What follows belongs to an exercise in optimizing a design on an open flow for small area and few clock cycles per item; a production flow would make more cautious choices.
Function was checked by simulation only, so behaviour that the tests miss may differ from the original.

## flow/design.v (module list and top-level ports; edited modules follow where they fit)
// module fp_add: 84 lines
// module bk_add: 28 lines
// module fp_mul: 76 lines
// module mul24: 1905 lines
// module flanger_dp: 83 lines
module flanger_dp (
    input  wire        clk,
    input  wire        rst_n,
    input  wire        in_valid,
    output wire        in_ready,
    input  wire [31:0] tap_a,
    input  wire [31:0] tap_b,
    input  wire [31:0] frac,
    input  wire [31:0] dry,
    input  wire [31:0] feedback,
    input  wire [31:0] mix,
    output wire        out_valid,
    output wire [31:0] wet,
    output wire [31:0] out
);
  // ...
==> flow/run.sh <==
#!/bin/bash
# synth_recipe.tcl (not shown) runs the flow's synth.tcl, then flattens the netlist and writes it again
# the make line also repeats each setting of config.mk as NAME=value (left out here)
make -C /OpenROAD-flow-scripts/flow DESIGN_CONFIG=/design/flow/config.mk WORK_HOME=/design/flow/orfs CLKGATE_MAP_FILE= SYNTH_SCRIPT=/design/flow/synth_recipe.tcl finish
==> flow/config.mk <==
export PLATFORM = sky130hd
export DESIGN_NAME = flanger_dp
export DESIGN_NICKNAME = flanger_dp
export VERILOG_FILES = /design/flow/design.v
export SDC_FILE = /design/flow/constraint.sdc
export NUM_CORES = 4
export LEC_CHECK = 0
export ABC_AREA = 1
export CAP_MARGIN = 20
export CORE_MARGIN = 2
export CORE_UTILIZATION = 55
export SLEW_MARGIN = 20
==> flow/constraint.sdc <==
create_clock -name core_clock -period 21.0 [get_ports {clk}]
set_input_delay 4.2000 -clock core_clock [delete_from_list [all_inputs] [get_ports {clk}]]
set_output_delay 4.2000 -clock core_clock [all_outputs]
set_load 0.01 [all_outputs]
==> impl_summary.txt, run 1 <==
----------------------------------------------------
[Critical path]
  Endpoint arrival time on the critical path ... about 15 ns
  Startpoint class of the critical path ... register
  Count of cells along the worst register-to-register path ... 81

[Drt]
  Mean number of vias per cell ... 5.91

[Logic synthesis]
  Sequential-to-total area share from yosys stat ... 0.118
  Syn_area_per_cell ... 6.52 um2
  FF+latch count, synth ... 806

[STA]
  Final Critical Period ... 19.52 ns
  Fin. max-slew vios ... 0
  Worst Setup Slack, final ... 1.48 ns

[Global routing]
  Initial antenna violation count ... 21
  Number of global-route vias before repair ... 134,265
  Maximum number of pins on one net before global-route repair ... 101

[Placed design]
  Number of cells after detailed placement ... 23,762

[Die]
  Horizontal die dimension ... 502 um

[Job]
  Max_cap viols ... 0

[Finish]
  Number of non-clock buffers ... 579

[Clock network]
  Maximum clock path buffer count ... 3
  Resized cells post-CTS ... 0
  Hold Buf Count CTS ... 0

[Hold path]
  Capture endpoint of the worst hold path ... s3_m[23]

[Run status]
  Run status ... timing/DRC/antenna clean

----------------------------------------------------
Testbench counts, summed over its fixed seeds: cycles 16,048, items 16,000.
==> run 2: changes to the inputs <==
==> flow/flow/run.sh (new file) <==
#!/bin/bash
set -euo pipefail
cd "$(dirname "$0")/.."
RES=orfs/results/${FLOW_PLATFORM:-sky130hd}/flanger_dp/base

regs() { grep -oE 'sky130_fd_sc_hd__df[a-z0-9_]+ +[^ ]+' "$1" | sed 's/_[0-9]* / /' | sort; }

# 1. standard synthesis, kept for reference
bash standard.sh synth > synth_standard.log 2>&1
cp "$RES/1_2_yosys.v" standard_1_2_yosys.v
regs standard_1_2_yosys.v > regs_standard.txt

# 2. synthesis without the fine-grained abc pass
bash standard.sh clean_synth > clean_synth.log 2>&1
export SYNTH_OPERATIONS_ARGS=-noabc
if bash standard.sh synth > synth_noabc.log 2>&1; then
  regs "$RES/1_2_yosys.v" > regs_noabc.txt
else
  : > regs_noabc.txt
fi
if ! cmp -s regs_standard.txt regs_noabc.txt; then
  echo "registers differ from the standard synthesis: using the standard synthesis" | tee fallback.txt
  unset SYNTH_OPERATIONS_ARGS
  bash standard.sh clean_synth > clean_synth2.log 2>&1
  bash standard.sh synth > synth_standard2.log 2>&1
fi

# 3. the rest of the standard layout; the buffers abc put in are removed at
#    floorplan, and placement's repair_design buffers what needs it
export REMOVE_ABC_BUFFERS=1
bash standard.sh finish > layout.log 2>&1
==> flow/standard.sh (new file) <==
#!/bin/bash
# synth_recipe.tcl (not shown) runs the flow's synth.tcl, then flattens the netlist and writes it again
# the make line also repeats each setting of config.mk as NAME=value (left out here)
make -C /OpenROAD-flow-scripts/flow DESIGN_CONFIG=/design/flow/config.mk WORK_HOME=/design/flow/orfs CLKGATE_MAP_FILE= SYNTH_SCRIPT=/design/flow/synth_recipe.tcl "${@:-finish}"
--- a/flow/config.mk
+++ b/flow/config.mk
@@ -8,5 +8,6 @@
 export ABC_AREA = 1
 export CAP_MARGIN = 20
 export CORE_MARGIN = 2
-export CORE_UTILIZATION = 55
+export CORE_UTILIZATION = 45
+export GPL_TIMING_DRIVEN = 0
 export SLEW_MARGIN = 20
removed: flow/run.sh
==> run 2 against run 1 <==
Compared with the run above:
- the layout now fails its checks (capacitance limit, slew limit)
- wire length shrank 16%
- worst hold slack better by 0.033 ns
- flip-flop and latch count unchanged
- critical endpoint is now s5_dom[29]
- area after synthesis fell by 6.6%
- critical path type is now register to register
==> impl_summary.txt, run 2 <==
----------------------------------------------------
[Placed design]
  Weighted congestion reported at the end of routability-driven placement ... 0.980
  DPL Wire Length ... between 300 and 400 mm
  DP Worst Slack ... -1.40 ns
  I/O Buffers ... 259

[Logic synthesis]
  Commonest cells in the synthesized netlist ... nand2_1, inv_1, xor2_1
  Primary FF master, synth ... dfxtp_1
  Count of cell types in the netlist ... 91
  Yosys top cell area share ... 0.196
  Sequential-to-total area share from yosys stat ... 0.127 (+0.00842)
  Number of flops mapped to enable cells by yosys ... 0
  Synthesized instance count ... 17,665
  Yosys top cell by area ... fa_1
  Leading post-synthesis cells by cell area ... fa_1, dfxtp_1, nand2_1, ha_1, xor2_1
  Number of warnings issued by yosys ... 5
  Syn_area_per_cell ... 7.20 um2 (+10%)
  Mapped Area ... between 0.1 and 0.15 mm2
  FF+latch count, synth ... 806 (unchanged)
  Cell with the most instances after synthesis ... nand2_1
  Synth async-reset ratio ... 0

[Die]
  Starting density of the core ... 0.452
  Vert. Die Dim ... between 500 and 600 um
  Number of top-level pins ... between 200 and 300
  Die area ... 0.287 mm2
  Horizontal die dimension ... 536 um (+6.8%)
  Row cnt ... between 150 and 200
  Core area ... 0.282 mm2

[Clock network]
  Hold Buf Count CTS ... 0 (unchanged)
  Sink count of the clock tree ... 806
  TritonCTS Buffers ... 97
  Clk latency of the worst-skew pair ... between 0.8 and 0.9 ns
  Clock tree from TritonCTS ... yes
  Maximum level of the CTS H-tree ... 3
  Root buffer selected by CTS ... clkbuf_16
  Maximum clock path buffer count ... 4 (+1)
  Post-CTS clock slew at the launch and capture registers of the worst setup and hold paths ... about 0.070 ns

[Critical path]
  Critical path's most frequent cell ... nand2_1
  Number of buffer and inverter instances along the worst setup path ... 14
  Endpoint arrival time on the critical path ... 20.35 ns (+5.03 ns)
  Largest fanout of any net on the critical path ... 31
  Worst path slowest cell ... fa_1
  CP Class ... register to register
  Worst reg-to-reg setup slack ... 1.38 ns
  Count of cells along the worst register-to-register path ... 105 (+30%)
  Worst path max stage delay ... 0.55 ns
  Critical path data required time ... ~22 ns
  Kind of capture point of the worst setup path ... register
  Startpoint class of the critical path ... register
  Cell family with most CP delay ... simple AND/OR/NAND/NOR gates
  Levels on crit path ... approximately 110

[Drt]
  Mean number of vias per cell ... 5.72 (-3.4%)
  Post-detailed-route DRC marker count ... 0
  Number of DRC violations after detailed-routing iteration 0 ... 11,440
  ANT nets after route ... 0
  Routed len/inst ... 20.4 um
  Final routed wirelength across all metal layers ... 429 mm
  Drt pass-1 iters ... 7
  Total number of vias ... 120,479

[Global routing]
  Initial antenna violation count ... 9 (-57%)
  Number of global-route vias before repair ... 114,221 (-15%)
  Total global-route track usage ... 0.290
  Global-route wire length before repair ... around 660 mm
  Grt ovf ... 0
  Maximum number of pins on one net before global-route repair ... 108 (+6.9%)

[STA]
  Top achievable clock speed ... around 51 MHz
  Least-Margin Pin Slew ... 1.50 ns
  Final setup viols ... 0
  Worst Setup Slack, final ... 1.38 ns (-0.0996 ns)
  Worst setup skew after layout ... 0.0785 ns
  WHS ... 0.305 ns
  Fin. max-slew vios ... 11 (+11)
  Final Critical Period ... 19.62 ns (+0.0996 ns)
  Number of hold-slack violations in the final timing report ... 0
  Worst-case headroom to the max-slew limit ... -0.00826
  Crit share post-route ... 0.934

[Finish]
  Fraction of final layout cells with drive strength greater than 1 ... 0.0533
  Area growth, synth to finish ... 7.96%
  Final Net Count ... approximately 20,000
  Highest-count cells in the layout ignoring fill and taps ... nand2_1, inv_1, xor2_1
  Leading cell type in the layout, fill and taps excluded ... nand2_1

[Hold path]
  Worst hold path type ... register to register
  Number of instances on the worst hold path ... 0

[Job]
  Max_cap viols ... 1 (+1)

[Run status]
  Violated checks ... capacitance limit, slew limit
  Run status ... finished with violations

----------------------------------------------------
[run 2: cell types whose count changed after synthesis, moves of 96 or more]
cell,change
fa_1,+187
nand3_1,-451
o22ai_1,+96
inv_1,-1475
clkbuf_1,-166
nand2_1,-923
o21ai_0,-234
a21oi_1,-138
nor2_1,-253
o21ai_1,+208
ha_1,+119
[run 2: cell families after synthesis]
| logic type | count (synthesis) | synth area share |
|---|---|---|
| mux | 95 | 0.00748 |
| buf+inv | 3134 | 0.0962 |
| fa+ha+maj | 2225 | 0.293 |
| other cells | 1 | 0.0000295 |
| xor+xnor | 1444 | 0.0995 |
| compound gates | 3692 | 0.167 |
| flops | 806 | 0.127 |
| simple gates | 6268 | 0.210 |
[run 2: path summary, 6_finish.rpt]
| check | end | start |
|---|---|---|
| worst max-delay path | s5_dom[29] | s4_dry[27] |
| worst min-delay path | s3_dry[18] | s2_dry[18] |
| worst max register to register | s5_dom[29] | s4_dry[27] |
| worst min register to register | s3_dry[18] | s2_dry[18] |
[run 2: metal layers]
layer / track usage / up-vias / part of all wire
met4: 0.112 / 6 / 0.043
li1: - / 57773 / -
met2: 0.467 / 4779 / 0.45
met1: 0.390 / 57041 / 0.43
met5: 0 / - / 0.000093
met3: 0.0436 / 880 / 0.074
[run 2: cell type report]
type	instances	area [um2]
fill	28865	144000
multi-input combinational	13745	100000
sequential	806	16100
inverter	2173	8290
tap	3743	4680
timing repair buffer	422	4470
clock buffer	128	2750
clock inverter	44	488
timing repair inverter	12	72.6
antenna	6	15.0
[run 2: per-stage QoR]
step                       util  instance area [um2]  TNS (ns)  instances
after CTS                 0.481               135000         0      20937
final                     0.488               137000         0      21079
after global placement    0.463               130000   -393.15      20707
after global routing      0.488               137000   -0.0917      21073
after detailed placement  0.469               132000    -70.19      20758
after floorplan               -               123000         0      16705
[run 2: timing repair]
action                                  in CTS  in global routing
gates cloned                                 7                 25
endpoints found under the hold margin        0                  0
pin swaps                                    4                 23
buffers inserted                             0                107
endpoints found under the setup margin     127                171
resized for setup                           62                189
==> module fp_mul, before the edit <==
module fp_mul (
    input  wire [31:0] a,
    input  wire [31:0] b,
    output reg  [31:0] y
);
    wire        s  = a[31] ^ b[31];
    wire [7:0]  ea = a[30:23];
    wire [7:0]  eb = b[30:23];
    wire [22:0] fa = a[22:0];
    wire [22:0] fb = b[22:0];
    wire a_ez = (ea == 8'h00);
    wire b_ez = (eb == 8'h00);
    wire a_em = (ea == 8'hFF);
    wire b_em = (eb == 8'hFF);
    wire a_fz = (fa == 23'd0);
    wire b_fz = (fb == 23'd0);
    wire a_nan  = a_em & ~a_fz;
    wire b_nan  = b_em & ~b_fz;
    wire a_inf  = a_em & a_fz;
    wire b_inf  = b_em & b_fz;
    wire a_zero = a_ez & a_fz;
    wire b_zero = b_ez & b_fz;
    wire [23:0] mx = a_ez ? {1'b0, fa} : {~b_ez, fb};
    wire [23:0] my = {1'b1, a_ez ? fb : fa};
    wire [4:0]  lz;
    wire [23:0] n0 = mx;
    assign lz[4] = (n0[23:8] == 16'd0);
    wire [23:0] n1 = lz[4] ? {n0[7:0], 16'd0} : n0;
    assign lz[3] = (n1[23:16] == 8'd0);
    wire [23:0] n2 = lz[3] ? {n1[15:0], 8'd0} : n1;
    assign lz[2] = (n2[23:20] == 4'd0);
    wire [23:0] n3 = lz[2] ? {n2[19:0], 4'd0} : n2;
    assign lz[1] = (n3[23:22] == 2'd0);
    wire [23:0] n4 = lz[1] ? {n3[21:0], 2'd0} : n3;
    assign lz[0] = ~n4[23];
    wire [23:0] mxn = lz[0] ? {n4[22:0], 1'b0} : n4;
    wire [47:0] p;
    mul24 u_mul (.a(mxn), .b(my), .p(p));
    wire [9:0] esum = {2'b00, ea[7:1], ea[0] | a_ez} + {2'b00, eb[7:1], eb[0] | b_ez}
                    + {9'd0, p[47]} - {5'd0, lz} - 10'd127;
    wire       e_neg = esum[9];                  
    wire       e_pos = ~e_neg & (esum != 10'd0);  
    wire       e_ovf = ~e_neg & (esum[8] | (esum[7:0] == 8'hFF));
    wire [23:0] m0 = p[47] ? p[47:24] : p[46:23];
    wire        g0 = p[47] ? p[23] : p[22];
    wire        s0 = (|p[21:0]) | (p[47] & p[22]);
    wire [9:0]  shn = 10'd1 - esum;
    wire [4:0]  sh  = e_pos ? 5'd0 : ((shn[9:5] != 5'd0) ? 5'd31 : shn[4:0]);
    wire [24:0] v   = {m0, g0};
    wire [24:0] vs  = v >> sh;
    reg  [24:0] mask;
    integer i;
    always @* begin
        for (i = 0; i < 25; i = i + 1)
            mask[i] = (i < sh);
    end
    wire        st  = s0 | (|(v & mask));
    wire [23:0] m   = vs[24:1];
    wire        g   = vs[0];
    wire        rnd = g & (st | m[0]);
    wire [7:0]  efield = e_pos ? esum[7:0] : 8'd0;
    wire [30:0] mag;
    bk_add #(31) u_rnd (.a({efield, m[22:0]}), .b(31'd0), .ci(rnd), .s(mag), .co());
    always @* begin
        if (a_nan || b_nan || (a_inf && b_zero) || (b_inf && a_zero))
            y = 32'h7FC00000;
        else if (a_inf || b_inf)
            y = {s, 8'hFF, 23'd0};
        else if (a_zero || b_zero || (a_ez && b_ez))
            y = {s, 31'd0};
        else if (e_ovf)
            y = {s, 8'hFF, 23'd0};
        else
            y = {s, mag};
    end
endmodule
==> module flanger_dp, before the edit <==
module flanger_dp (
    input  wire        clk,
    input  wire        rst_n,
    input  wire        in_valid,
    output wire        in_ready,
    input  wire [31:0] tap_a,
    input  wire [31:0] tap_b,
    input  wire [31:0] frac,
    input  wire [31:0] dry,
    input  wire [31:0] feedback,
    input  wire [31:0] mix,
    output wire        out_valid,
    output wire [31:0] wet,
    output wire [31:0] out
);
    localparam [31:0] ONE = 32'h3F800000;
    assign in_ready = 1'b1;
    reg [6:1] v;
    always @(posedge clk) begin
        if (!rst_n) v <= 6'd0;
        else        v <= {v[5:1], in_valid};
    end
    wire [31:0] diff_ba;
    fp_add u_sub_ba (.a(tap_b), .b(tap_a), .sub(1'b1), .y(diff_ba));
    reg [31:0] s1_a, s1_fr, s1_diff, s1_dry, s1_fb, s1_m;
    always @(posedge clk) begin
        s1_a    <= tap_a;
        s1_fr   <= frac;
        s1_diff <= diff_ba;
        s1_dry  <= dry;
        s1_fb   <= feedback;
        s1_m    <= mix;
    end
    wire [31:0] fr_diff;
    fp_mul u_mul_fr (.a(s1_fr), .b(s1_diff), .y(fr_diff));
    reg [31:0] s2_a, s2_frd, s2_dry, s2_fb, s2_m;
    always @(posedge clk) begin
        s2_a   <= s1_a;
        s2_frd <= fr_diff;
        s2_dry <= s1_dry;
        s2_fb  <= s1_fb;
        s2_m   <= s1_m;
    end
    wire [31:0] delayed;
    fp_add u_add_d (.a(s2_a), .b(s2_frd), .sub(1'b0), .y(delayed));
    reg [31:0] s3_d, s3_dry, s3_fb, s3_m;
    always @(posedge clk) begin
        s3_d   <= delayed;
        s3_dry <= s2_dry;
        s3_fb  <= s2_fb;
        s3_m   <= s2_m;
    end
    wire [31:0] d_fb, one_m;
    fp_mul u_mul_fb (.a(s3_d), .b(s3_fb), .y(d_fb));
    fp_add u_sub_1m (.a(ONE), .b(s3_m), .sub(1'b1), .y(one_m));
    reg [31:0] s4_dfb, s4_dry, s4_m, s4_om;
    always @(posedge clk) begin
        s4_dfb <= d_fb;
        s4_dry <= s3_dry;
        s4_m   <= s3_m;
        s4_om  <= one_m;
    end
    wire [31:0] wet_w, dry_om;
    fp_add u_add_w  (.a(s4_dry), .b(s4_dfb), .sub(1'b0), .y(wet_w));
    fp_mul u_mul_dr (.a(s4_dry), .b(s4_om), .y(dry_om));
    reg [31:0] s5_wet, s5_m, s5_dom;
    always @(posedge clk) begin
        s5_wet <= wet_w;
        s5_m   <= s4_m;
        s5_dom <= dry_om;
    end
    wire [31:0] wet_m;
    fp_mul u_mul_wm (.a(s5_wet), .b(s5_m), .y(wet_m));
    reg [31:0] s6_wet, s6_wm, s6_dom;
    always @(posedge clk) begin
        s6_wet <= s5_wet;
        s6_wm  <= wet_m;
        s6_dom <= s5_dom;
    end
    fp_add u_add_o (.a(s6_wm), .b(s6_dom), .sub(1'b0), .y(out));
    assign out_valid = v[6];
    assign wet       = s6_wet;
endmodule
==> run 3: changes to the inputs <==
--- a/flow/design.v
+++ b/flow/design.v
@@ -82,6 +82,72 @@
             y = {sx, mag};
     end
 endmodule
+module fp_1m (
+    input  wire [31:0] m,
+    output reg  [31:0] y
+);
+    wire        sm = m[31];
+    wire [7:0]  em = m[30:23];
+    wire        m_em  = (em == 8'hFF);
+    wire        m_fz  = (m[22:0] == 23'd0);
+    wire        m_nan = m_em & ~m_fz;
+    wire        m_inf = m_em & m_fz;
+    wire        m_ez  = (em == 8'h00);
+    wire        le1 = (m[30:0] <= 31'h3F800000);
+    wire        eff_sub = ~sm;               
+    wire [7:0]  em_eff = {em[7:1], em[0] | m_ez};
+    wire [7:0]  d1 = 8'd127 - em_eff;
+    wire [7:0]  d2 = em - 8'd127;
+    wire        big1 = (d1[7:5] != 3'd0);
+    wire [25:0] a0  = big1 ? 26'd0 : {~m_ez, m[22:0], 2'b00};
+    wire        t0  = big1 & ~(m_ez & m_fz);
+    wire [25:0] a1  = d1[4] ? {16'd0, a0[25:16]} : a0;
+    wire        t1  = t0 | (d1[4] & (a0[15:0] != 16'd0));
+    wire [25:0] a2  = d1[3] ? {8'd0, a1[25:8]} : a1;
+    wire        t2  = t1 | (d1[3] & (a1[7:0] != 8'd0));
+    wire [25:0] a3  = d1[2] ? {4'd0, a2[25:4]} : a2;
+    wire        t3  = t2 | (d1[2] & (a2[3:0] != 4'd0));
+    wire [25:0] a4  = d1[1] ? {2'd0, a3[25:2]} : a3;
+    wire        t4  = t3 | (d1[1] & (a3[1:0] != 2'd0));
+    wire [25:0] a5  = d1[0] ? {1'd0, a4[25:1]} : a4;
+    wire        t5  = t4 | (d1[0] & a4[0]);
+    reg  [26:0] one_al;
+    integer i;
+    always @* begin
+        for (i = 0; i < 27; i = i + 1)
+            one_al[i] = (d2 == 26 - i);
+        one_al[0] = one_al[0] | (d2 > 8'd26);
+    end
+    wire [26:0] al = le1 ? {a5, t5} : one_al;
+    wire [26:0] xe = le1 ? {1'b1, 23'd0, 3'b000} : {1'b1, m[22:0], 3'b000};
+    wire [7:0]  ex = le1 ? 8'd127 : em;
+    wire [27:0] sum;
+    bk_add #(28) u_sum (.a({1'b0, xe}), .b({1'b0, al} ^ {28{eff_sub}}), .ci(eff_sub), .s(sum), .co());
+    reg  [4:0]  lz;
+    always @* begin
+        lz = 5'd0;
+        for (i = 0; i < 27; i = i + 1)
+            if (sum[i]) lz = 5'd26 - i[4:0];
+    end
+    wire [26:0] sl = sum[26:0] << lz;
+    wire [26:0] sn = sum[27] ? {sum[27:2], sum[1] | sum[0]} : sl;
+    wire [7:0]  en = sum[27] ? ex + 8'd1 : ex - {3'b000, lz};
+    wire        rnd = sn[2] & (sn[1] | sn[0] | sn[3]);
+    wire [30:0] mag;
+    bk_add #(31) u_rnd (.a({en, sn[25:3]}), .b(31'd0), .ci(rnd), .s(mag), .co());
+    wire        sx   = le1 ? 1'b0 : ~sm;
+    wire        zero = (m[30:0] == 31'h3F800000) & ~sm;
+    always @* begin
+        if (m_nan)
+            y = 32'h7FC00000;
+        else if (m_inf)
+            y = {~sm, 8'hFF, 23'd0};
+        else if (zero)
+            y = 32'd0;
+        else
+            y = {sx, mag};
+    end
+endmodule
 module bk_add #(parameter W = 8) (
     input  wire [W-1:0] a,
     input  wire [W-1:0] b,
@@ -145,7 +211,8 @@
     assign lz[1] = (n3[23:22] == 2'd0);
     wire [23:0] n4 = lz[1] ? {n3[21:0], 2'd0} : n3;
     assign lz[0] = ~n4[23];
-    wire [23:0] mxn = lz[0] ? {n4[22:0], 1'b0} : n4;
+    wire [23:0] n5 = lz[0] ? {n4[22:0], 1'b0} : n4;
+    wire [23:0] mxn = {1'b1, n5[22:0]};
     wire [47:0] p;
     mul24 u_mul (.a(mxn), .b(my), .p(p));
     wire [9:0] esum = {2'b00, ea[7:1], ea[0] | a_ez} + {2'b00, eb[7:1], eb[0] | b_ez}
@@ -2106,7 +2173,6 @@
     output wire [31:0] wet,
     output wire [31:0] out
 );
-    localparam [31:0] ONE = 32'h3F800000;
     assign in_ready = 1'b1;
     reg [6:1] v;
     always @(posedge clk) begin
@@ -2145,7 +2211,7 @@
     end
     wire [31:0] d_fb, one_m;
     fp_mul u_mul_fb (.a(s3_d), .b(s3_fb), .y(d_fb));
-    fp_add u_sub_1m (.a(ONE), .b(s3_m), .sub(1'b1), .y(one_m));
+    fp_1m  u_sub_1m (.m(s3_m), .y(one_m));
     reg [31:0] s4_dfb, s4_dry, s4_m, s4_om;
     always @(posedge clk) begin
         s4_dfb <= d_fb;
--- a/flow/flow/run.sh
+++ b/flow/flow/run.sh
@@ -28,4 +28,6 @@
 # 3. the rest of the standard layout; the buffers abc put in are removed at
 #    floorplan, and placement's repair_design buffers what needs it
 export REMOVE_ABC_BUFFERS=1
+# clock tree: ORFS's default arguments, without dummy loads
+export CTS_ARGS="-sink_clustering_enable -repair_clock_nets -dont_use_dummy_load"
 bash standard.sh finish > layout.log 2>&1
==> run 3 against run 2 <==
Compared with the run above:
- now clean on timing, DRC and antenna
- largest cell class unchanged
- wire length up 1.0%
- cell area down 2.0%
- critical path type is now input pin to register
- worst hold slack worse by 0.064 ns
- clock-buffer cell count down 30
==> impl_summary.txt, run 3 <==
----------------------------------------------------
[Global routing]
  Number of global-route vias before repair ... 112,087 (-1.9%)
  Most used routing layer in global routing ... met2
  Global-route wire length before repair ... 665 mm (+0.31%)
  Global routing usage on met1 ... 0.411 (+0.0210)
  Met3 track demand over resource in global routing ... 0.0486 (+0.00498)
  Grt ovf ... 0 (unchanged)
  Maximum number of pins on one net before global-route repair ... 126 (+17%)
  Initial antenna violation count ... 15 (+6)
  Total global-route track usage ... 0.299 (+0.00983)
  GR met2 Demand/Resource ... 0.469 (+0.00253)

[Die]
  Horizontal die dimension ... 530 um (-0.95%)
  Core area ... 0.276 mm2 (-2.0%)
  Vert. Die Dim ... 530 um (-0.95%)
  Number of top-level pins ... 261 (unchanged)
  Die area ... 0.281 mm2 (-1.9%)
  Row cnt ... 193 (-1.0%)
  Starting density of the core ... 0.452 (about the same)

[Drt]
  Post-detailed-route DRC marker count ... 0 (unchanged)
  Total number of vias ... 118,540 (-1.6%)
  Number of DRC violations after detailed-routing iteration 0 ... 11,614 (+1.5%)
  ANT nets after route ... 0 (unchanged)
  Drt pass-1 iters ... 7 (unchanged)
  Final routed wirelength across all metal layers ... 434 mm (+1.0%)
  Mean number of vias per cell ... 5.77 (+1.0%)
  Routed len/inst ... 21.1 um (+3.7%)

[Critical path]
  Critical path's most frequent cell ... nand2_1
  Worst path max stage delay ... 1.02 ns (+0.47 ns)
  Critical path data required time ... 21.65 ns (-0.08 ns)
  Worst path slowest cell ... inv_1
  Endpoint arrival time on the critical path ... 20.35 ns (about the same)
  Largest fanout of any net on the critical path ... 124 (+300%)
  Kind of capture point of the worst setup path ... register
  CP Class ... input pin to register
  Startpoint class of the critical path ... input pin
  Count of cells along the worst register-to-register path ... 103 (-1.9%)

[Clock network]
  Hold Buf Count CTS ... 0 (unchanged)
  Sink count of the clock tree ... 806 (unchanged)
  Post-CTS clock slew at the launch and capture registers of the worst setup and hold paths ... 0.05 ns (-0.02 ns)
  Root buffer selected by CTS ... clkbuf_16
  Maximum clock path buffer count ... 4 (unchanged)
  TritonCTS Buffers ... 98 (+1.0%)
  Maximum level of the CTS H-tree ... 3 (unchanged)
  Clk latency of the worst-skew pair ... 0.89 ns (+0.04 ns)
  Clock tree from TritonCTS ... yes

[Finish]
  Leading cell type in the layout, fill and taps excluded ... nand2_1
  Fraction of final layout cells with drive strength greater than 1 ... 0.0472 (-0.00605)
  Filler cell count ... 28,058 (-2.8%)
  Highest-count cells in the layout ignoring fill and taps ... nand2_1, inv_1, o21ai_0
  Area growth, synth to finish ... 7.87% (about the same)
  Post-Layout Cell Count ... 20,531 (-2.6%)
  Final Net Count ... 19,232 (-2.3%)

[STA]
  Least-Margin Pin Slew ... 1.13 ns (-0.368 ns)
  Final Critical Period ... 19.71 ns (+0.0919 ns)
  Number of hold-slack violations in the final timing report ... 0 (unchanged)
  Crit share post-route ... 0.938 (+0.00437)
  Fin. max-slew vios ... 0 (-11)
  Final setup viols ... 0 (unchanged)
  Top achievable clock speed ... 50.7 MHz (-0.47%)
  RSZ-0062 raised after global routing ... true
  Worst-case headroom to the max-slew limit ... 0.242 (+0.250)
  Worst Setup Slack, final ... 1.29 ns (-0.0919 ns)
  Worst setup skew after layout ... 0.161 ns (+0.0826 ns)

[Logic synthesis]
  Post-Synth XOR/XNOR Area ... 0.0996 (+0.000115)
  Synthesized instance count ... 17,239 (-2.4%)
  Yosys top cell by area ... fa_1
  Area fraction in compound gates after synthesis ... 0.171 (+0.00373)
  Commonest cells in the synthesized netlist ... nand2_1, inv_1, o21ai_0
  Synthesized-area fraction occupied by and/or/nand/nor cells ... 0.203 (-0.00692)
  Sequential-to-total area share from yosys stat ... 0.129 (+0.00248)
  Synth async-reset ratio ... 0 (unchanged)
  Leading post-synthesis cells by cell area ... fa_1, dfxtp_1, nand2_1, ha_1, xor2_1
  Post-Synth Adder-Cell Area ... 0.297 (+0.00450)
  FF+latch count, synth ... 806 (unchanged)
  Number of flops mapped to enable cells by yosys ... 0 (unchanged)
  Number of warnings issued by yosys ... 6 (+1)
  Syn_area_per_cell ... 7.24 um2 (+0.51%)
  Count of cell types in the netlist ... 70 (-23%)
  Cell with the most instances after synthesis ... nand2_1
  Mux share of post-synthesis cell area ... 0.00794 (+0.000467)
  Largest family of logic cells by synthesized area ... adder cells
  Yosys top cell area share ... 0.199 (+0.00303)
  Primary FF master, synth ... dfxtp_1
  Mapped Area ... 0.125 mm2 (-1.9%)

[Placed design]
  DPL Wire Length ... 336 mm (+1.2%)
  Number of cells after detailed placement ... 20,337 (-2.0%)
  Weighted congestion reported at the end of routability-driven placement ... 0.964 (-1.6%)
  I/O Buffers ... 259 (unchanged)
  DP Worst Slack ... -2.73 ns (-1.33 ns)

[Job]
  Max_cap viols ... 0 (-1)

[Run status]
  Run status ... timing/DRC/antenna clean

[Hold path]
  Number of instances on the worst hold path ... 0 (unchanged)
  Worst hold path type ... register to register

----------------------------------------------------
## run 3: changes by cell type in the layout (fill, tap and decap cells not counted), sizes merged, moves of 33 or more
cell / previous run / this run
clkbuf: 131 / 98
nand2: 3485 / 3329
nand3: 977 / 859
nor2: 1198 / 1084
inv: 2132 / 1993
o21ai: 1587 / 1660
## run 3: final cells by class
cell class,instances,area (um2),share of cell area
diodes,7,17.5,0.000130
clock buffers,98,2450,0.0182
inverters,2053,7830,0.0582
multi-input cells,13450,99100,0.737
flip-flops and latches,806,16100,0.120
well taps,3705,4640,0.0345
repair buffers,396,4270,0.0317
repair inverters,16,92.6,0.000688
## run 3: stage by stage
| stage | area [um2] | setup TNS [ns] | hold slack [ns] | utilization |
|---|---|---|---|---|
| after floorplan | 121000 | -72.26 | 0.310 | - |
| after global placement | 128000 | -1012.18 | 0.310 | 0.465 |
| after detailed placement | 130000 | -199.69 | 0.312 | 0.471 |
| after CTS | 133000 | 0 | 0.242 | 0.482 |
| after global routing | 135000 | -0.279 | 0.258 | 0.487 |
| final | 135000 | 0 | 0.241 | 0.487 |
## run 3: logic make-up (layout without fill, tap and decap cells)
| group | after synthesis | in the layout |
|---|---|---|
| and+or+nand+nor | 5944 | 5955 |
| buffers and inverters | 2994 | 2563 |
| AOI/OAI and AO/OA | 3761 | 3761 |
| other | 1 | 8 |
| xor gates and xnor gates | 1418 | 1418 |
| adders and majority gates | 2216 | 2216 |
| muxes | 99 | 99 |
| DFF | 806 | 806 |
## run 3: what timing repair did
item,CTS,global route
cloned,8,19
setup buffers,6,54
setup endpoints to repair,144,181
endpoints found under the hold margin,0,0
pin swaps,4,23
resized for setup,111,239
## run 3: final timing paths
check | from | endpoint | slack, ns
hold reg to reg | s3_dry[16] | s4_dry[16] | 0.24
setup / recovery | tap_a[23] | s1_diff[30] | 1.29
setup reg to reg | s3_d[30] | s4_dfb[29] | 1.37
hold / removal | s3_dry[16] | s4_dry[16] | 0.24
## run 3: routing by layer
metal,vias up,wire length [um]
li1,56390,-
met5,-,71
met3,818,34100
met1,56340,189000
met4,12,18800
met2,4980,192000
## run 3: worst max-delay path: cells and delay by family
family	cells	cell delay [ns]
simple gates	43	5.60
fa+ha+maj	11	3.55
compound gates	15	3.13
buf+inv	11	3.09
xor+xnor	4	0.68
Testbench counts of run 3, summed over its fixed seeds: cycles 16,048, items 16,000.
==> run 4: changes to the inputs <==
--- a/flow/flow/run.sh
+++ b/flow/flow/run.sh
@@ -28,6 +28,6 @@
 # 3. the rest of the standard layout; the buffers abc put in are removed at
 #    floorplan, and placement's repair_design buffers what needs it
 export REMOVE_ABC_BUFFERS=1
-# clock tree: ORFS's default arguments, without dummy loads
-export CTS_ARGS="-sink_clustering_enable -repair_clock_nets -dont_use_dummy_load"
+# clock tree: ORFS's default arguments, without dummy loads, with larger sink clusters
+export CTS_ARGS="-sink_clustering_enable -repair_clock_nets -dont_use_dummy_load -sink_clustering_size 30 -sink_clustering_max_diameter 100"
 bash standard.sh finish > layout.log 2>&1
==> run 4 against run 3 <==
Compared with the run above:
- clock-buffer cell count decreased by 45
- setup slack got worse by 0.019 ns
==> impl_summary.txt, run 4 <==
----------------------------------------------------
[Critical path]
  Worst path max stage delay ... 0.61 ns (-0.41 ns)
  Worst reg-to-reg setup slack ... 1.27 ns (-0.10 ns)
  CP Class ... register to register
  Critical path data required time ... 21.68 ns (+0.03 ns)
  Count of cells along the worst register-to-register path ... 100 (-2.9%)
  Worst path slowest cell ... nand2_1
  Origin of the critical flop-to-flop path ... s3_d[29]
  Startpoint class of the critical path ... register
  End of the worst register-to-register path ... s4_dfb[29]
  Largest fanout of any net on the critical path ... 35 (-72%)
  Endpoint arrival time on the critical path ... 20.41 ns (+0.06 ns)
  Kind of capture point of the worst setup path ... register

[Logic synthesis]
  Cell with the most instances after synthesis ... nand2_1
  Sequential-to-total area share from yosys stat ... 0.129 (unchanged)
  Number of flops mapped to enable cells by yosys ... 0 (unchanged)
  Primary FF master, synth ... dfxtp_1
  Count of cell types in the netlist ... 70 (unchanged)
  Syn_area_per_cell ... 7.24 um2 (unchanged)
  Mapped Area ... 0.125 mm2 (unchanged)
  Yosys top cell by area ... fa_1
  Number of warnings issued by yosys ... 6 (unchanged)
  FF+latch count, synth ... 806 (unchanged)
  Synth async-reset ratio ... 0 (unchanged)
  Leading post-synthesis cells by cell area ... fa_1, dfxtp_1, nand2_1, ha_1, xor2_1
  Synthesized instance count ... 17,239 (unchanged)
  Commonest cells in the synthesized netlist ... nand2_1, inv_1, o21ai_0
  Yosys top cell area share ... 0.199 (unchanged)

[STA]
  Final Critical Period ... 19.73 ns (+0.0187 ns)
  Fin. max-slew vios ... 0 (unchanged)
  Worst setup skew after layout ... 0.143 ns (-0.0181 ns)
  Total Negative Setup Slacks ... 0 ns (unchanged)
  Worst-case headroom to the max-slew limit ... 0.218 (-0.0241)
  Crit share post-route ... 0.939 (about the same)
  Final setup viols ... 0 (unchanged)
  Least-Margin Pin Slew ... 1.16 ns (+0.0282 ns)
  Number of hold-slack violations in the final timing report ... 0 (unchanged)
  Top achievable clock speed ... 50.7 MHz (about the same)

[Finish]
  Post-route cell area ... 0.133 mm2 (-0.86%)
  Leading cell type in the layout, fill and taps excluded ... nand2_1
  Final Net Count ... 19,188 (-0.23%)
  Filler cell count ... 28,159 (+0.36%)
  Core occupancy in the finished layout ... 0.483 (-0.00421)
  Fraction of final layout cells with drive strength greater than 1 ... 0.0448 (-0.00244)
  Highest-count cells in the layout ignoring fill and taps ... nand2_1, inv_1, o21ai_0
  Area growth, synth to finish ... 6.94%

[Clock network]
  Maximum clock path buffer count ... 3 (-1)
  Post-CTS clock slew at the launch and capture registers of the worst setup and hold paths ... 0.11 ns (+0.06 ns)
  TritonCTS Buffers ... 53 (-46%)
  Clock tree from TritonCTS ... yes
  Maximum level of the CTS H-tree ... 2 (-1)
  Root buffer selected by CTS ... clkbuf_16
  Sink count of the clock tree ... 806 (unchanged)
  Clk latency of the worst-skew pair ... 0.78 ns (-0.11 ns)

[Run status]
  Run status ... timing/DRC/antenna clean

[Placed design]
  Placed inst area ... 0.130 mm2 (unchanged)
  DPL Wire Length ... 336 mm (unchanged)
  I/O Buffers ... 259 (unchanged)
  Weighted congestion reported at the end of routability-driven placement ... 0.964 (unchanged)

[Drt]
  Routed len/inst ... 21.1 um (-0.11%)
  Mean number of vias per cell ... 5.76 (-0.30%)
  Post-detailed-route DRC marker count ... 0 (unchanged)
  Total number of vias ... 117,911 (-0.53%)
  Final routed wirelength across all metal layers ... 432 mm (-0.33%)
  Number of DRC violations after detailed-routing iteration 0 ... 11,568 (-0.40%)
  Drt pass-1 iters ... 9 (+2)
  ANT nets after route ... 0 (unchanged)

[Global routing]
  Initial antenna violation count ... 16 (+1)
  Total global-route track usage ... 0.298 (-0.000979)
  Number of global-route vias before repair ... 111,615 (-0.42%)
  Maximum number of pins on one net before global-route repair ... 126 (unchanged)
  Grt ovf ... 0 (unchanged)
  Global-route wire length before repair ... 662 mm (-0.32%)

[Die]
  Horizontal die dimension ... 530 um (unchanged)
  Vert. Die Dim ... 530 um (unchanged)
  Row cnt ... 193 (unchanged)
  Die area ... 0.281 mm2 (unchanged)
  Starting density of the core ... 0.452 (unchanged)
  Number of top-level pins ... 261 (unchanged)
  Core area ... 0.276 mm2 (unchanged)

[Hold path]
  Hold Crit Start ... s1_a[29]
  Capture endpoint of the worst hold path ... s2_a[29]
  Worst hold path type ... register to register
  Number of instances on the worst hold path ... 0 (unchanged)

[Job]
  Max_cap viols ... 0 (unchanged)

----------------------------------------------------
[run 4: repair_timing]
item / 4_1_cts / 5_1_grt
buffers inserted: 6 / 56
gates resized for setup: 110 / 241
setup endpoints to repair: 141 / 182
pin swaps: 4 / 22
hold buffers: 0 / 0
endpoints found under the hold margin: 0 / 0
gates cloned: 8 / 18
[run 4: kinds of logic after synthesis]
| family | share of synthesized area |
|---|---|
| AND/OR/NAND/NOR | 0.203 |
| buffers and inverters | 0.0918 |
| multiplexers | 0.00794 |
| other | 0.0000301 |
| XOR/XNOR | 0.0996 |
| adder cells (fa/ha/maj) | 0.297 |
| flip-flops | 0.129 |
| AO/OA/AOI/OAI | 0.171 |
[run 4: how the worst max path moves through the flow]
| stage | start | cells past startpoint | slack [ns] | to |
|---|---|---|---|---|
| 6_report | s3_d[29] | 100 | 1.27 | s4_dfb[29] |
| 5_1_grt | s3_d[29] | 114 | -0.06 | s4_dfb[29] |
| 4_1_cts | s4_dry[30] | 100 | 0.007 | s5_dom[29] |
| 3_5_place_dp | s3_d[29] | 110 | -2.73 | s4_dfb[28] |
| 3_3_place_gp | s4_dry[26] | 108 | -8.89 | s5_dom[27] |
| 2_1_floorplan | s5_wet[24] | 98 | -1.45 | s6_wm[28] |
[run 4: final cells by class]
| cell class | count | area, um2 | area share |
|---|---|---|---|
| diodes | 4 | 10.0 | 0.0000750 |
| clock buffers | 53 | 1330 | 0.00994 |
| inverters | 2053 | 7830 | 0.0587 |
| multi-input cells | 13449 | 99100 | 0.743 |
| flip-flops and latches | 806 | 16100 | 0.121 |
| well taps | 3705 | 4640 | 0.0348 |
| repair buffers | 398 | 4260 | 0.0319 |
| repair inverters | 16 | 92.6 | 0.000694 |
[run 4: stage by stage]
stage	std cells	hold slack [ns]	setup WS [ns]
floorplan	16298	0.310	-1.45
global placement	20262	0.310	-8.89
detailed placement	20337	0.312	-2.73
CTS	20404	0.263	0.00705
global route	20484	0.265	-0.0565
finish	20484	0.265	1.27
[run 4: per-layer routing]
layer	wire length (um)	up-vias	part of all wire	GRT usage
met5	321	-	0.00074	0
met4	18400	12	0.042	0.117
met3	33600	749	0.078	0.0484
met2	191000	4823	0.44	0.467
met1	190000	56005	0.44	0.410
li1	-	56322	-	-
[run 4: critical path: cells and delay by family (launching register included)]
family	cells	cell delay, ns
and+or+nand+nor	55	8.04
adders and majority gates	14	5.29
AOI/OAI and AO/OA	15	3.63
buffers and inverters	15	2.01
DFF	1	0.42
xor gates and xnor gates	1	0.23
==> run 5: changes to the inputs <==
--- a/flow/flow/run.sh
+++ b/flow/flow/run.sh
@@ -28,6 +28,8 @@
 # 3. the rest of the standard layout; the buffers abc put in are removed at
 #    floorplan, and placement's repair_design buffers what needs it
 export REMOVE_ABC_BUFFERS=1
+# ports are buffered with the smallest buffer
+export BUFFER_PORTS_ARGS="-buffer_cell sky130_fd_sc_hd__buf_1"
 # clock tree: ORFS's default arguments, without dummy loads, with larger sink clusters
 export CTS_ARGS="-sink_clustering_enable -repair_clock_nets -dont_use_dummy_load -sink_clustering_size 30 -sink_clustering_max_diameter 100"
 bash standard.sh finish > layout.log 2>&1
==> run 5 against run 4 <==
Compared with the run above:
- still clean
- register-to-register slack better by 0.17 ns
- worst hold slack better by 0.0088 ns
- wire length down 0.92%
- die area unchanged
- non-clock buffer count down 2
- flip-flop and latch count unchanged
- clock-buffer cell count unchanged
- sequential share of layout area up 0.14 points
- cell area down 1.2%
- global-route usage down 0.25 points
- via count up 0.24%
- critical endpoint unchanged
- highest routed layer unchanged
==> impl_summary.txt, run 5 <==
----------------------------------------------------
[Die]
  Die area ... 0.281 mm2 (unchanged)
  Core area ... 0.276 mm2 (unchanged)
  Number of top-level pins ... 261 (unchanged)
  Vert. Die Dim ... 530 um (unchanged)
  Row cnt ... 193 (unchanged)
  Starting density of the core ... 0.452 (unchanged)
  Horizontal die dimension ... 530 um (unchanged)

[Placed design]
  DPL Wire Length ... 333 mm (-0.75%)
  I/O Buffers ... 259 (unchanged)
  Weighted congestion reported at the end of routability-driven placement ... 0.983 (+1.9%)
  DP Worst Slack ... -2.77 ns (-0.0373 ns)
  Placed inst area ... 0.129 mm2 (-1.2%)

[Global routing]
  Maximum number of pins on one net before global-route repair ... 126 (unchanged)
  Global-route wire length before repair ... 658 mm (-0.64%)
  Grt ovf ... 0 (unchanged)
  Initial antenna violation count ... 19 (+3)
  Number of global-route vias before repair ... 111,715 (+0.090%)
  Total global-route track usage ... 0.296 (-0.00248)

[Critical path]
  Worst path max stage delay ... 0.54 ns (-0.07 ns)
  Startpoint class of the critical path ... register
  Critical path data required time ... 21.69 ns (about the same)
  Kind of capture point of the worst setup path ... register
  Endpoint arrival time on the critical path ... 20.25 ns (-0.16 ns)
  Worst path slowest cell ... fa_1
  Critical path's most frequent cell ... nand3_1
  CP Class ... register to register
  Count of cells along the worst register-to-register path ... 102 (+2.0%)
  Largest fanout of any net on the critical path ... 30 (-14%)

[Logic synthesis]
  Syn_area_per_cell ... 7.24 um2 (unchanged)
  Mapped Area ... 0.125 mm2 (unchanged)
  Synthesized instance count ... 17,239 (unchanged)
  Count of cell types in the netlist ... 70 (unchanged)
  Cell with the most instances after synthesis ... nand2_1
  Sequential-to-total area share from yosys stat ... 0.129 (unchanged)
  FF+latch count, synth ... 806 (unchanged)
  Yosys top cell by area ... fa_1
  Primary FF master, synth ... dfxtp_1
  Leading post-synthesis cells by cell area ... fa_1, dfxtp_1, nand2_1, ha_1, xor2_1
  Yosys top cell area share ... 0.199 (unchanged)
  Commonest cells in the synthesized netlist ... nand2_1, inv_1, o21ai_0
  Synth async-reset ratio ... 0 (unchanged)
  Number of flops mapped to enable cells by yosys ... 0 (unchanged)
  Number of warnings issued by yosys ... 6 (unchanged)

[Finish]
  Core occupancy in the finished layout ... 0.478 (-0.00567)
  Area growth, synth to finish ... 5.69%
  Post-route cell area ... 0.132 mm2 (-1.2%)
  Final Net Count ... 19,192 (+0.021%)
  Highest-count cells in the layout ignoring fill and taps ... nand2_1, inv_1, o21ai_0
  Fraction of final layout cells with drive strength greater than 1 ... 0.0444 (-0.000368)
  Leading cell type in the layout, fill and taps excluded ... nand2_1

[Drt]
  Final routed wirelength across all metal layers ... 428 mm (-0.92%)
  ANT nets after route ... 0 (unchanged)
  Number of DRC violations after detailed-routing iteration 0 ... 11,540 (-0.24%)
  Post-detailed-route DRC marker count ... 0 (unchanged)
  Mean number of vias per cell ... 5.77 (+0.21%)
  Total number of vias ... 118,197 (+0.24%)
  Drt pass-1 iters ... 12 (+3)
  Routed len/inst ... 20.9 um (-0.95%)

[Clock network]
  Maximum clock path buffer count ... 3 (unchanged)
  Post-CTS clock slew at the launch and capture registers of the worst setup and hold paths ... 0.11 ns (about the same)
  Clock tree from TritonCTS ... yes
  Root buffer selected by CTS ... clkbuf_16
  Sink count of the clock tree ... 806 (unchanged)
  Clk latency of the worst-skew pair ... 0.79 ns (about the same)
  Hold Buf Count CTS ... 0 (unchanged)
  Maximum level of the CTS H-tree ... 2 (unchanged)
  TritonCTS Buffers ... 53 (unchanged)

[STA]
  Worst setup skew after layout ... 0.141 ns (-0.00182 ns)
  Top achievable clock speed ... 51.1 MHz (+0.86%)
  Crit share post-route ... 0.931 (-0.00802)
  Worst-case headroom to the max-slew limit ... 0.193 (-0.0243)
  Number of hold-slack violations in the final timing report ... 0 (unchanged)
  WHS ... 0.274 ns (+0.00877 ns)
  Worst Setup Slack, final ... 1.44 ns (+0.168 ns)
  Least-Margin Pin Slew ... 1.20 ns (+0.0391 ns)
  Final Critical Period ... 19.56 ns (-0.168 ns)
  Final setup viols ... 0 (unchanged)
  Fin. max-slew vios ... 0 (unchanged)

[Hold path]
  Number of instances on the worst hold path ... 0 (unchanged)
  Worst hold path type ... register to register

[Job]
  Max_cap viols ... 0 (unchanged)

[Run status]
  Run status ... timing/DRC/antenna clean

----------------------------------------------------
run 5: cell counts after synthesis:
Identical to the previous run, type by type.
run 5: final cells by class:
type,instances,area [um2]
Multi-Input combinational cell,13450,99100
Antenna cell,6,15.0
Tap cell,3705,4640
Timing Repair Buffer,396,2710
Clock buffer,53,1330
Timing Repair inverter,21,128
Inverter,2053,7820
Sequential cell,806,16100
Fill cell,28245,144000
run 5: kinds of logic (layout without fill, tap and decap cells):
logic type | after synthesis | count (layout) | synth area share
other cells | 1 | 7 | 0.0000301
flops | 806 | 806 | 0.129
buf+inv | 2994 | 2523 | 0.0918
xor+xnor | 1418 | 1418 | 0.0996
simple gates | 5944 | 5955 | 0.203
fa+ha+maj | 2216 | 2216 | 0.297
mux | 99 | 99 | 0.00794
compound gates | 3761 | 3761 | 0.171
run 5: path summary, 6_finish.rpt:
| kind | start | end | slack (ns) |
|---|---|---|---|
| min reg2reg | s3_dry[26] | s4_dry[26] | 0.27 |
| max | s3_d[30] | s4_dfb[29] | 1.44 |
| min | s3_dry[26] | s4_dry[26] | 0.27 |
| max reg2reg | s3_d[30] | s4_dfb[29] | 1.44 |
run 5: worst max-delay path: cells and delay by family (launching register included):
| kind | cells | cell delay (ns) |
|---|---|---|
| fa+ha+maj | 14 | 5.29 |
| xor+xnor | 1 | 0.20 |
| compound gates | 16 | 3.81 |
| flops | 1 | 0.43 |
| buf+inv | 13 | 1.65 |
| simple gates | 58 | 8.08 |
run 5: metal layers:
layer	GRT usage	share of wire	up-vias
met3	0.0425	0.078	813
met2	0.464	0.44	4951
met5	0	0.00015	-
met4	0.112	0.042	10
li1	-	-	56308
met1	0.411	0.44	56115
run 5: timing repair:
item	CTS	global route
pin swaps	4	13
setup endpoints to repair	134	176
buffers inserted	3	49
resized for setup	95	250
gates cloned	9	23
run 5: per-stage QoR:
stage	cells	TNS, ns
floorplan	16298	-72.26
global placement	20262	-983.91
detailed placement	20343	-202.82
CTS	20408	0
global route	20486	-0.281
finish	20490	0
==> run 6: changes to the inputs <==
--- a/flow/design.v
+++ b/flow/design.v
@@ -176,7 +176,9 @@
     assign s  = a ^ b ^ {g[W-2:0], ci};
     assign co = g[W-1];
 endmodule
-module fp_mul (
+module fp_mul #(
+    parameter B_NORMAL = 0
+) (
     input  wire [31:0] a,
     input  wire [31:0] b,
     output reg  [31:0] y
@@ -198,8 +200,8 @@
     wire b_inf  = b_em & b_fz;
     wire a_zero = a_ez & a_fz;
     wire b_zero = b_ez & b_fz;
-    wire [23:0] mx = a_ez ? {1'b0, fa} : {~b_ez, fb};
-    wire [23:0] my = {1'b1, a_ez ? fb : fa};
+    wire [23:0] mx = B_NORMAL ? {~a_ez, fa} : (a_ez ? {1'b0, fa} : {~b_ez, fb});
+    wire [23:0] my = {1'b1, (B_NORMAL || a_ez) ? fb : fa};
     wire [4:0]  lz;
     wire [23:0] n0 = mx;
     assign lz[4] = (n0[23:8] == 16'd0);
@@ -215,29 +217,32 @@
     wire [23:0] mxn = {1'b1, n5[22:0]};
     wire [47:0] p;
     mul24 u_mul (.a(mxn), .b(my), .p(p));
-    wire [9:0] esum = {2'b00, ea[7:1], ea[0] | a_ez} + {2'b00, eb[7:1], eb[0] | b_ez}
-                    + {9'd0, p[47]} - {5'd0, lz} - 10'd127;
-    wire       e_neg = esum[9];                  
-    wire       e_pos = ~e_neg & (esum != 10'd0);  
-    wire       e_ovf = ~e_neg & (esum[8] | (esum[7:0] == 8'hFF));
-    wire [23:0] m0 = p[47] ? p[47:24] : p[46:23];
-    wire        g0 = p[47] ? p[23] : p[22];
-    wire        s0 = (|p[21:0]) | (p[47] & p[22]);
-    wire [9:0]  shn = 10'd1 - esum;
-    wire [4:0]  sh  = e_pos ? 5'd0 : ((shn[9:5] != 5'd0) ? 5'd31 : shn[4:0]);
-    wire [24:0] v   = {m0, g0};
-    wire [24:0] vs  = v >> sh;
-    reg  [24:0] mask;
+    wire [9:0] e0 = {2'b00, ea[7:1], ea[0] | a_ez} + {2'b00, eb[7:1], eb[0] | b_ez}
+                  - {5'd0, lz} - 10'd127;
+    wire       e0_neg = e0[9];
+    wire       e0_pos = ~e0_neg & (e0 != 10'd0);             
+    wire       e0_zero = (e0 == 10'd0);
+    wire [9:0] e0_p1 = e0 + 10'd1;
+    wire [9:0] shn = 10'd1 - e0;                               
+    wire [4:0] shc = (shn[9:5] != 5'd0) ? 5'd31 : shn[4:0];
+    wire       p47  = p[47];
+    wire       norm = e0_pos | (e0_zero & p47);
+    wire [9:0] e    = p47 ? e0_p1 : e0;
+    wire       e_ovf = ~e0_neg & (e[8] | (e[7:0] == 8'hFF));
+    wire [4:0]  k = e0_pos ? {4'd0, p47} : shc;
+    wire [25:0] u = p[47:22];
+    wire [25:0] us = u >> k;
+    reg  [25:0] mask;
     integer i;
     always @* begin
-        for (i = 0; i < 25; i = i + 1)
-            mask[i] = (i < sh);
+        for (i = 0; i < 26; i = i + 1)
+            mask[i] = (i < k);
     end
-    wire        st  = s0 | (|(v & mask));
-    wire [23:0] m   = vs[24:1];
-    wire        g   = vs[0];
+    wire        st  = (|p[21:0]) | (|(u & mask));
+    wire [23:0] m   = us[24:1];
+    wire        g   = us[0];
     wire        rnd = g & (st | m[0]);
-    wire [7:0]  efield = e_pos ? esum[7:0] : 8'd0;
+    wire [7:0]  efield = norm ? e[7:0] : 8'd0;
     wire [30:0] mag;
     bk_add #(31) u_rnd (.a({efield, m[22:0]}), .b(31'd0), .ci(rnd), .s(mag), .co());
     always @* begin
@@ -2221,7 +2226,7 @@
     end
     wire [31:0] wet_w, dry_om;
     fp_add u_add_w  (.a(s4_dry), .b(s4_dfb), .sub(1'b0), .y(wet_w));
-    fp_mul u_mul_dr (.a(s4_dry), .b(s4_om), .y(dry_om));
+    fp_mul #(.B_NORMAL(1)) u_mul_dr (.a(s4_dry), .b(s4_om), .y(dry_om));
     reg [31:0] s5_wet, s5_m, s5_dom;
     always @(posedge clk) begin
         s5_wet <= wet_w;
--- a/flow/config.mk
+++ b/flow/config.mk
@@ -6,8 +6,8 @@
 export NUM_CORES = 4
 export LEC_CHECK = 0
 export ABC_AREA = 1
-export CAP_MARGIN = 20
+export CAP_MARGIN = 30
 export CORE_MARGIN = 2
 export CORE_UTILIZATION = 45
 export GPL_TIMING_DRIVEN = 0
-export SLEW_MARGIN = 20
+export SLEW_MARGIN = 30
==> run 6 against run 5 <==
Compared with the run above:
- via count fell by 1.2%
- critical endpoint is now out[30]
- setup slack lost 0.12 ns
- still clean
==> impl_summary.txt, run 6 <==
----------------------------------------------------
[Finish]
  Highest-count cells in the layout ignoring fill and taps ... nand2_1, inv_1, o21ai_0
  Post-route cell area ... 0.130 mm2 (-1.1%)
  Leading cell type in the layout, fill and taps excluded ... nand2_1
  Area growth, synth to finish ... 4.75%
  Total area of sequential cells ... 0.0162 mm2 (about the same)
  Final Net Count ... 18,994 (-1.0%)
  Fraction of final layout cells with drive strength greater than 1 ... 0.0380 (-0.00642)
  Filler cell count ... 28,366 (+0.43%)
  Area of the multi-input gates ... 0.0981 mm2 (-0.99%)

[Critical path]
  Startpoint class of the critical path ... register
  Kind of capture point of the worst setup path ... output pin
  Largest fanout of any net on the critical path ... 62 (+110%)
  Worst path slowest cell ... fa_1
  Origin of the critical flop-to-flop path ... s1_fr[25]
  CP Class ... register to output pin
  Worst path max stage delay ... 0.56 ns (+0.02 ns)
  Critical path's most frequent cell ... nand2_1
  Critical path data required time ... 16.80 ns (-4.89 ns)
  Origin of the worst setup path ... s6_wm[1]
  Endpoint arrival time on the critical path ... 15.48 ns (-4.77 ns)

[Clock network]
  Maximum level of the CTS H-tree ... 2 (unchanged)
  Post-CTS clock slew at the launch and capture registers of the worst setup and hold paths ... 0.10 ns (about the same)
  TritonCTS Buffers ... 50 (-5.7%)
  Clk latency of the worst-skew pair ... 0.74 ns (-0.05 ns)
  Root buffer selected by CTS ... clkbuf_16
  Maximum clock path buffer count ... 3 (unchanged)
  Sink count of the clock tree ... 806 (unchanged)
  Hold Buf Count CTS ... 0 (unchanged)
  Clock tree from TritonCTS ... yes

[Die]
  Die area ... 0.281 mm2 (-0.17%)
  Number of top-level pins ... 261 (unchanged)
  Row cnt ... 193 (unchanged)
  Starting density of the core ... 0.452 (about the same)
  Horizontal die dimension ... 530 um (about the same)
  Vert. Die Dim ... 530 um (about the same)
  Core area ... 0.276 mm2 (about the same)

[Logic synthesis]
  Mapped Area ... 0.125 mm2 (-0.17%)
  Primary FF master, synth ... dfxtp_1
  Sequential-to-total area share from yosys stat ... 0.130 (+0.000217)
  Number of warnings issued by yosys ... 7 (+1)
  Syn_area_per_cell ... 7.29 um2 (+0.70%)
  Leading post-synthesis cells by cell area ... fa_1, dfxtp_1, ha_1, nand2_1, xor2_1
  Commonest cells in the synthesized netlist ... nand2_1, inv_1, o21ai_0
  Count of cell types in the netlist ... 79 (+13%)
  FF+latch count, synth ... 806 (unchanged)
  Number of flops mapped to enable cells by yosys ... 0 (unchanged)
  Yosys top cell area share ... 0.199 (-0.000308)
  Synthesized instance count ... 17,090 (-0.86%)
  Cell with the most instances after synthesis ... nand2_1
  Synth async-reset ratio ... 0 (unchanged)
  Yosys top cell by area ... fa_1

[STA]
  Crit share post-route ... 0.937 (+0.00594)
  Top achievable clock speed ... 50.8 MHz (-0.63%)
  WHS ... 0.297 ns (+0.0235 ns)
  Number of hold-slack violations in the final timing report ... 0 (unchanged)
  Final setup viols ... 0 (unchanged)
  RSZ-0062 raised after global routing ... false
  Final Critical Period ... 19.68 ns (+0.125 ns)
  Fin. max-slew vios ... 0 (unchanged)
  Worst-case headroom to the max-slew limit ... 0.281 (+0.0873)
  Worst setup skew after layout ... 0.0805 ns (-0.0607 ns)
  Least-Margin Pin Slew ... 1.08 ns (-0.124 ns)

[Global routing]
  Maximum number of pins on one net before global-route repair ... 126 (unchanged)
  Number of global-route vias before repair ... 111,148 (-0.51%)
  Global-route wire length before repair ... 657 mm (-0.15%)
  Initial antenna violation count ... 14 (-5)
  Total global-route track usage ... 0.298 (+0.00150)
  Grt ovf ... 0 (unchanged)

[Drt]
  Number of DRC violations after detailed-routing iteration 0 ... 11,491 (-0.42%)
  Drt pass-1 iters ... 8 (-4)
  Final routed wirelength across all metal layers ... 429 mm (+0.20%)
  Post-detailed-route DRC marker count ... 0 (unchanged)
  Routed len/inst ... 21.2 um (+1.3%)
  ANT nets after route ... 0 (unchanged)
  Mean number of vias per cell ... 5.76 (-0.18%)
  Total number of vias ... 116,744 (-1.2%)

[Placed design]
  I/O Buffers ... 259 (unchanged)
  DPL Wire Length ... 333 mm (-0.16%)
  Placed inst area ... 0.129 mm2 (+0.16%)
  Weighted congestion reported at the end of routability-driven placement ... 0.983 (about the same)

[Job]
  Max_cap viols ... 0 (unchanged)

[Run status]
  Run status ... timing/DRC/antenna clean

[Hold path]
  Hold Crit Start ... s1_fb[3]
  Worst hold path type ... register to register

----------------------------------------------------
## run 6: changes by cell type after synthesis, sizes merged, moves of 22 or more
cell | previous run | this run
o21ai | 1660 | 1514
buf | 241 | 294
clkbuf | 700 | 647
xor2 | 1355 | 1377
nand3 | 859 | 942
nor3 | 166 | 143
inv | 2009 | 1960
ha | 973 | 997
nor2 | 1082 | 1052
## run 6: area by class of cell
type,instances,area share
tap,3705,0.0355
timing repair inverter,3,0.000115
sequential,806,0.124
timing repair buffer,356,0.0209
antenna,9,0.000173
multi-input combinational,13340,0.752
inverter,2006,0.0580
clock buffer,50,0.00959
## run 6: logic make-up (layout without fill, tap and decap cells)
family                   count (synthesis)  count (layout)  synth area share
adder cells (fa/ha/maj)               2236            2236             0.299
AO/OA/AOI/OAI                         3588            3589             0.164
other                                    1              10         0.0000301
XOR/XNOR                              1434            1434             0.101
flip-flops                             806             806             0.130
AND/OR/NAND/NOR                       5975            5977             0.205
buffers and inverters                 2947            2415            0.0920
multiplexers                           103             103           0.00828
## run 6: what timing repair did
item / 4_1_cts / 5_1_grt
pin swaps: 0 / 3
buffers inserted: 0 / 7
cloned: 1 / 5
endpoints found under the setup margin: 17 / 53
gates resized for setup: 4 / 19
## run 6: worst max-delay path: cells and delay by family, from the launching register on
family / cells / cell delay, ns
simple gates: 51 / 6.14
fa+ha+maj: 11 / 3.69
buf+inv: 12 / 1.68
flops: 1 / 0.52
compound gates: 13 / 2.23
xor+xnor: 2 / 0.45
## run 6: per-layer routing
| metal | global-route usage | part of all wire |
|---|---|---|
| met3 | 0.0450 | 0.077 |
| met1 | 0.398 | 0.43 |
| met5 | 0 | 0.00014 |
| met4 | 0.135 | 0.051 |
| met2 | 0.473 | 0.45 |
## run 6: final timing paths
| path | end | slack, ns | cells past startpoint |
|---|---|---|---|
| worst min-delay path | s2_fb[3] | 0.30 | 0 |
| worst min register to register | s2_fb[3] | 0.30 | 0 |
| worst max register to register | s2_frd[28] | 1.57 | 89 |
| worst max-delay path | out[30] | 1.32 | 89 |
## run 6: through the flow
stage          utilization  setup WS, ns  TNS [ns]  instances
2_1_floorplan            -          1.56         0      16149
3_3_place_gp         0.458         -5.28   -408.07      20113
3_5_place_dp         0.467        0.0511         0      20196
4_1_cts              0.472         0.199         0      20247
5_1_grt              0.473        0.0347         0      20271
6_report             0.473          1.32         0      20275
Testbench counts of run 6, summed over its fixed seeds: cycles 16,048, items 16,000.

[re-timing with driven ports]
In the flow no input, the clock included, has a driving cell. The finished layouts below were timed again as built, in two steps.
Step 1 sets driving cells, clkbuf_16 on the clock port and buf_2 on the other inputs (assumed; they add their load-dependent delay and slew).
Step 2 moves the port delays by t, midway between the first and last clock arrival at a register: inputs arrive t later, outputs are due t later. That takes back most of the time a late clock gives input paths.
a / b / c = ideal / step 1 / step 2; a / b = the first two.
| run | t, ns | slack for setup (ns) | worst setup path at the end | latest minus earliest clock arrival (ns) |
|---|---|---|---|---|
| run 1 | 0.855 | 1.483 / 1.375 / 1.773 | register to register | 0.084 / 0.084 |
| run 2 | 0.906 | 1.383 / 1.349 / 0.639 | input to register | 0.083 / 0.083 |
| run 3 | 0.907 | 1.292 / 1.359 / 0.452 | input to register | 0.161 / 0.162 |
| run 4 | 0.801 | 1.273 / 1.273 / 0.547 | input to register | 0.147 / 0.146 |
| run 5 | 0.813 | 1.441 / 1.441 / 0.797 | input to register | 0.143 / 0.144 |
| run 6 | 0.794 | 1.317 / 1.225 / 0.890 | input to register | 0.091 / 0.090 |
The setup slack of run 3, which loses most, moves by +0.067 ns with the drivers and by -0.840 ns with both steps.
